From an optimization exercise on the open Yosys and OpenROAD flow, aimed at small area, a short achievable clock period and few clock cycles; shortcuts taken in it are not production practice.
RTL that was checked went through simulation tests only; none was proved equivalent to the original.
Power and IR drop assume default switching activity.

rev 12:
## tpfc
module tpfc (
    input  wire        clk,
    input  wire        rst,
    output wire        ready,
    input  wire        reg_req,
    input  wire        reg_we,
    input  wire [5:0]  reg_addr,
    input  wire [31:0] reg_wdata,
    output reg  [31:0] reg_rdata,
    input  wire        fb_req,
    input  wire        fb_we,
    input  wire [16:0] fb_addr,
    input  wire [7:0]  fb_wdata,
    output reg  [7:0]  fb_rdata,
    input  wire        cmd_valid,
    input  wire [15:0] cmd
);
Settings: LEC_CHECK=0, CAP_MARGIN=30, CORE_MARGIN=2, CORE_UTILIZATION=40, PLACE_DENSITY=0.6, SETUP_SLACK_MARGIN=4.5, SLEW_MARGIN=30; clock period 8.0 ns.
run.sh (not shown) runs the stock make flow with config.mk's settings and CLKGATE_MAP_FILE= SYNTH_SCRIPT=/design/flow/synth_recipe.tcl, a recipe that flattens the netlist after the stock synthesis.
Testbench counts of rev 12, summed over its fixed seeds: cycles 117,248.
What rev 13 does differently from rev 12 at the input level:
-- flow/design.v --
<<< rev 12, line 65
    reg        s2f;           
    reg        fin;           
    reg        fin2;          
    reg        val2;          
    reg        ma;            
>>> rev 13, line 65
    reg        s2f;           
    reg        fin;           
    reg        val2;          
    reg        ma;            
<<< rev 12, line 262
    end
    wire wr_host = acc_fb && fb_we && (fb_addr < 17'd40);
    wire wr_ck   = fin && (mode == M_FRAME);      
    wire [7:0] bus = !busy ? fb_wdata : (fin2 ? ck_b : acc_a);
    wire [255:0] tp_payload = {flags, userdelay, cv_out, cv_out, freqlock, freq,
                               rfdelay, antdelay, 16'h0000, 8'h01, tpidx};
>>> rev 13, line 261
    end
    wire wr_host = acc_fb && fb_we && (fb_addr < 17'd40);
    wire wr_ck   = fin && (mode == M_FRAME);
    wire [7:0] bus_ev = !busy ? fb_wdata : (e1[0] ? fb_b : acc_a);
    wire [7:0] bus_od = !busy ? fb_wdata : (e1[0] ? acc_a : fb_b);
    wire [255:0] tp_payload = {flags, userdelay, cv_out, cv_out, freqlock, freq,
                               rfdelay, antdelay, 16'h0000, 8'h01, tpidx};
<<< rev 12, line 283
            wire sel_pol = go_poll && g == 6;
            wire sel_bus = (wr_host && fb_addr[5:0] == g) ||
                           (wr_ck && e1 == g) ||
                           (fin2 && e1 == g - 1);
            always @(posedge clk) begin
                if (sel_hdr)
>>> rev 13, line 283
            wire sel_pol = go_poll && g == 6;
            wire sel_bus = (wr_host && fb_addr[5:0] == g) ||
                           (wr_ck && (e1 == g || e1 + 6'd1 == g));
            always @(posedge clk) begin
                if (sel_hdr)
<<< rev 12, line 295
                    b <= tpidx;
                else if (sel_bus)
                    b <= bus;
            end
        end
>>> rev 13, line 294
                    b <= tpidx;
                else if (sel_bus)
                    b <= (g % 2 == 0) ? bus_ev : bus_od;
            end
        end
<<< rev 12, line 452
            s2f       <= 1'b0;
            fin       <= 1'b0;
            fin2      <= 1'b0;
            val2      <= 1'b0;
            ma        <= 1'b0;
>>> rev 13, line 451
            s2f       <= 1'b0;
            fin       <= 1'b0;
            val2      <= 1'b0;
            ma        <= 1'b0;
<<< rev 12, line 598
                    end
                    M_FRAME: begin
                        fin2 <= 1'b1;
                    end
                    default: begin
>>> rev 13, line 596
                    end
                    M_FRAME: begin
                        busy   <= 1'b0;
                        flen   <= {11'd0, e1} + 17'd2;
                        sealed <= 1'b1;
                        err    <= E_OK;
                    end
                    default: begin
<<< rev 12, line 604
                    end
                endcase
            end
            if (fin2) begin
                fin2   <= 1'b0;
                busy   <= 1'b0;
                flen   <= {11'd0, e1} + 17'd2;
                sealed <= 1'b1;
                err    <= E_OK;
            end
            if (val2) begin
>>> rev 13, line 605
                    end
                endcase
            end
            if (val2) begin
==> comparison <==
- The peak ir drop on the vdd network of rev 13 is higher than that of rev 12.
- Compared with rev 12, in rev 13 final core utilization climbed 0.97 points; static leakage +about 2.6%; highest achievable clock rate -about 11%; sequential portion of the cell area lower.
- On power attributed to sequential cells, rev 12 and rev 13 are neck and neck.
- As far as multi-input combinational area share is concerned, rev 12 and rev 13 perform about the same.
- Going from rev 12 to rev 13, the synthesized area divided by synthesized cell count was found to have gone down by 3.7%.
- Cell count: rev 13 higher than rev 12
- Higher share of the clock period used by the worst path after layout goes to rev 13 over rev 12.
- Rev 12 -> rev 13: switching component of the power increased by more than 10%
- From rev 12 to rev 13 the numbers moved as follows: final-layout worst hold slack picked up an extra 0.042 ns; number of vias in the routed layout saw an increase.
The RTL of rev 13 was laid out without a check of its function.

---

tpfc, a different RTL version from the one above (not shown whole).
For scale: roughly 4,600 cells after synthesis, roughly 130 I/O pins, about 0.049 mm² of cells after synthesis.
## tpfc
module tpfc (
    input  wire        clk,
    input  wire        rst,
    output wire        ready,
    input  wire        reg_req,
    input  wire        reg_we,
    input  wire [5:0]  reg_addr,
    input  wire [31:0] reg_wdata,
    output reg  [31:0] reg_rdata,
    input  wire        fb_req,
    input  wire        fb_we,
    input  wire [16:0] fb_addr,
    input  wire [7:0]  fb_wdata,
    output reg  [7:0]  fb_rdata,
    input  wire        cmd_valid,
    input  wire [15:0] cmd
);
    localparam integer FB_SIZE     = 40;
    localparam integer MAX_PAYLOAD = 32;
    localparam [7:0]   TPIDX_MAX   = 8'd1;
    localparam [7:0]   SYNC1       = 8'hB5;
    localparam [7:0]   SYNC2       = 8'h62;
    localparam [3:0] E_OK     = 4'd0;
    localparam [3:0] E_RATIO  = 4'd1;
    localparam [3:0] E_INDEX  = 4'd2;
    localparam [3:0] E_TRUNC  = 4'd3;
    localparam [3:0] E_SYNC   = 4'd4;
    localparam [3:0] E_LENGTH = 4'd5;
    localparam [3:0] E_CKSUM  = 4'd6;
    localparam [3:0] E_ILLEGAL= 4'd7;
    localparam [3:0] E_RANGE  = 4'd8;
    localparam [1:0] M_RANGE = 2'd0;
    localparam [1:0] M_FRAME = 2'd1;
    localparam [1:0] M_VAL   = 2'd2;
    function [15:0] csa;
        input [7:0] a, b, c;
        begin
            csa[7:0]  = a ^ b ^ c;
            csa[15:8] = {((a[6:0] & b[6:0]) | (a[6:0] & c[6:0]) | (b[6:0] & c[6:0])), 1'b0};
        end
    endfunction
    reg [3:0]  err;
    reg        sealed;
    reg [7:0]  ck_a, ck_b;
    reg [7:0]  cls, id;
    reg [15:0] plen;
    reg [16:0] flen;
    reg [16:0] rstart, rcount;
    reg [7:0]  tpidx;
    reg [31:0] freq, freqlock, ratio, ratiolock;
    reg [15:0] antdelay, rfdelay;
    reg [31:0] userdelay, flags;
    reg [15:0] navbbr;
    reg [7:0]  resetmode;
    reg [31:0] fixed;
  ...
clock: 8.0 ns
lec_check: 0
cap_margin: 30
core_margin: 2
core_utilization: 40
place_density: 0.6
setup_slack_margin: 4.5
slew_margin: 30
Testbench counts at the start, summed over its fixed seeds: cycles 117,248.
==> next run, changes <==
--- a/flow/design.v
+++ b/flow/design.v
@@ -129,33 +129,33 @@
     wire d_r2f     = (op == 8'h10) && (imm[7:1] == 7'd0);
     wire d_encode  = (op == 8'h20) && imm0;
     wire d_valid   = (op == 8'h21) && imm0;
     wire d_bldtp   = (op == 8'h30) && imm0;
     wire d_bldrst  = (op == 8'h31) && imm0;
     wire d_bldpoll = (op == 8'h32) && imm0;
     wire [15:0] ckb_c = csa(ck_a, ck_b, imm);
     wire [7:0]  ckb_a = ck_a + imm;
     wire [7:0]  ckb_b = ckb_c[7:0] + ckb_c[15:8];
     wire        range_hi  = (rstart[16:6] != 11'd0) || (rcount[16:6] != 11'd0);
     wire        range_nil = (rcount == 17'd0);
     wire        rbad      = rhi || ({rcar, e1} > FB_SIZE);    
-    wire        plen_bad  = plen > MAX_PAYLOAD;
+    wire        plen_bad  = (plen[15:6] != 10'd0) || (plen[5:0] > MAX_PAYLOAD);
     wire        tpidx_bad = tpidx > TPIDX_MAX;
     wire        tp_ok     = !ratio_bad && !lock_bad && !tpidx_bad;
     wire [15:0] fb_len    = {fb[5], fb[4]};
-    wire [16:0] flen_m8   = flen - 17'd8;
-    wire        v_range   = flen > FB_SIZE;
-    wire        v_trunc   = flen < 17'd8;
+    wire        v_range   = (flen[16:6] != 11'd0) || (flen[5:0] > FB_SIZE);
+    wire        v_trunc   = (flen[16:3] == 14'd0);
     wire        v_sync    = fb[0] != SYNC1 || fb[1] != SYNC2;
-    wire        v_length  = {1'b0, fb_len} != flen_m8;
+    wire [5:0]  flen_m8   = flen[5:0] - 6'd8;
+    wire        v_length  = (fb[5] != 8'd0) || (fb[4] != {2'd0, flen_m8});
     wire        v_ok      = !v_range && !v_trunc && !v_sync && !v_length;
     wire go_encode = acc_cmd && d_encode && !plen_bad;
     wire go_tp     = acc_cmd && d_bldtp && tp_ok;
     wire go_rst    = acc_cmd && d_bldrst;
     wire go_poll   = acc_cmd && d_bldpoll && !tpidx_bad;
     wire go_hdr    = go_encode || go_tp || go_rst || go_poll;
     wire [7:0] h_cls   = op[4] ? 8'h06 : cls;
     wire [7:0] h_id    = op[4] ? (op[0] ? 8'h04 : 8'h31) : id;
     wire [7:0] h_len   = op[4] ? (op[1] ? 8'd1 : (op[0] ? 8'd4 : 8'd32)) : plen[7:0];
     wire [7:0] h_lenhi = op[4] ? 8'd0 : plen[15:8];
     function [5:0] slot_byte;
         input integer sg, sj;
Via count goes down by 0.60%; worst setup slack got worse by 0.040 ns; worst hold slack degrades by 0.011 ns; sequential power goes down by about 2%; routed wire length goes up by 0.84%; core utilization goes down by 0.16 points; maximum frequency fell by 1.1%; sequential cell count is unchanged; final cell count shrinks by 0.41%; cell area is lower by 0.46%.
Testbench counts after the change, summed over its fixed seeds: cycles 117,248.

==> afterwards: timing with drivers on the ports <==
In the flow no input, the clock included, has a driving cell. The finished layouts below were timed again as built, in two steps. Step 1 sets driving cells, clkbuf_16 on the clock port and buf_2 on the other inputs (assumed; they add their load-dependent delay and slew). Step 2 adds t to the input delays and takes it off the output delays; t is the mean of the earliest and latest rising clock arrival at the registers after step 1. Input paths then give back, and output paths get back, about the clock's delay inside the block. Slacks: ideal ports / drivers / drivers and shift; pairs: ideal ports / drivers.
| run | t (ns) | setup slack, ns | worst setup path after step 2 | latest minus earliest clock arrival (ns) | worst register clock-pin slew, ns |
|---|---|---|---|---|---|
| rev 12 | 0.816 | 4.268 / 4.268 / 3.569 | input to register | 0.071 / 0.072 | 0.07 / 0.07 |
| rev 13 | 0.818 | 3.784 / 3.784 / 3.434 | input to register | 0.090 / 0.090 | 0.07 / 0.07 |
| the first run of note 2 | 0.833 | 4.416 / 4.480 / 3.647 | input to register | 0.084 / 0.084 | 0.07 / 0.07 |
| the second run of note 2 | 0.825 | 4.376 / 4.376 / 3.680 | input to register | 0.033 / 0.033 | 0.07 / 0.07 |
After both steps every run listed still meets setup and hold. The setup slack of the first run of note 2, which loses most, moves by +0.064 ns with the drivers and by -0.769 ns with both steps.
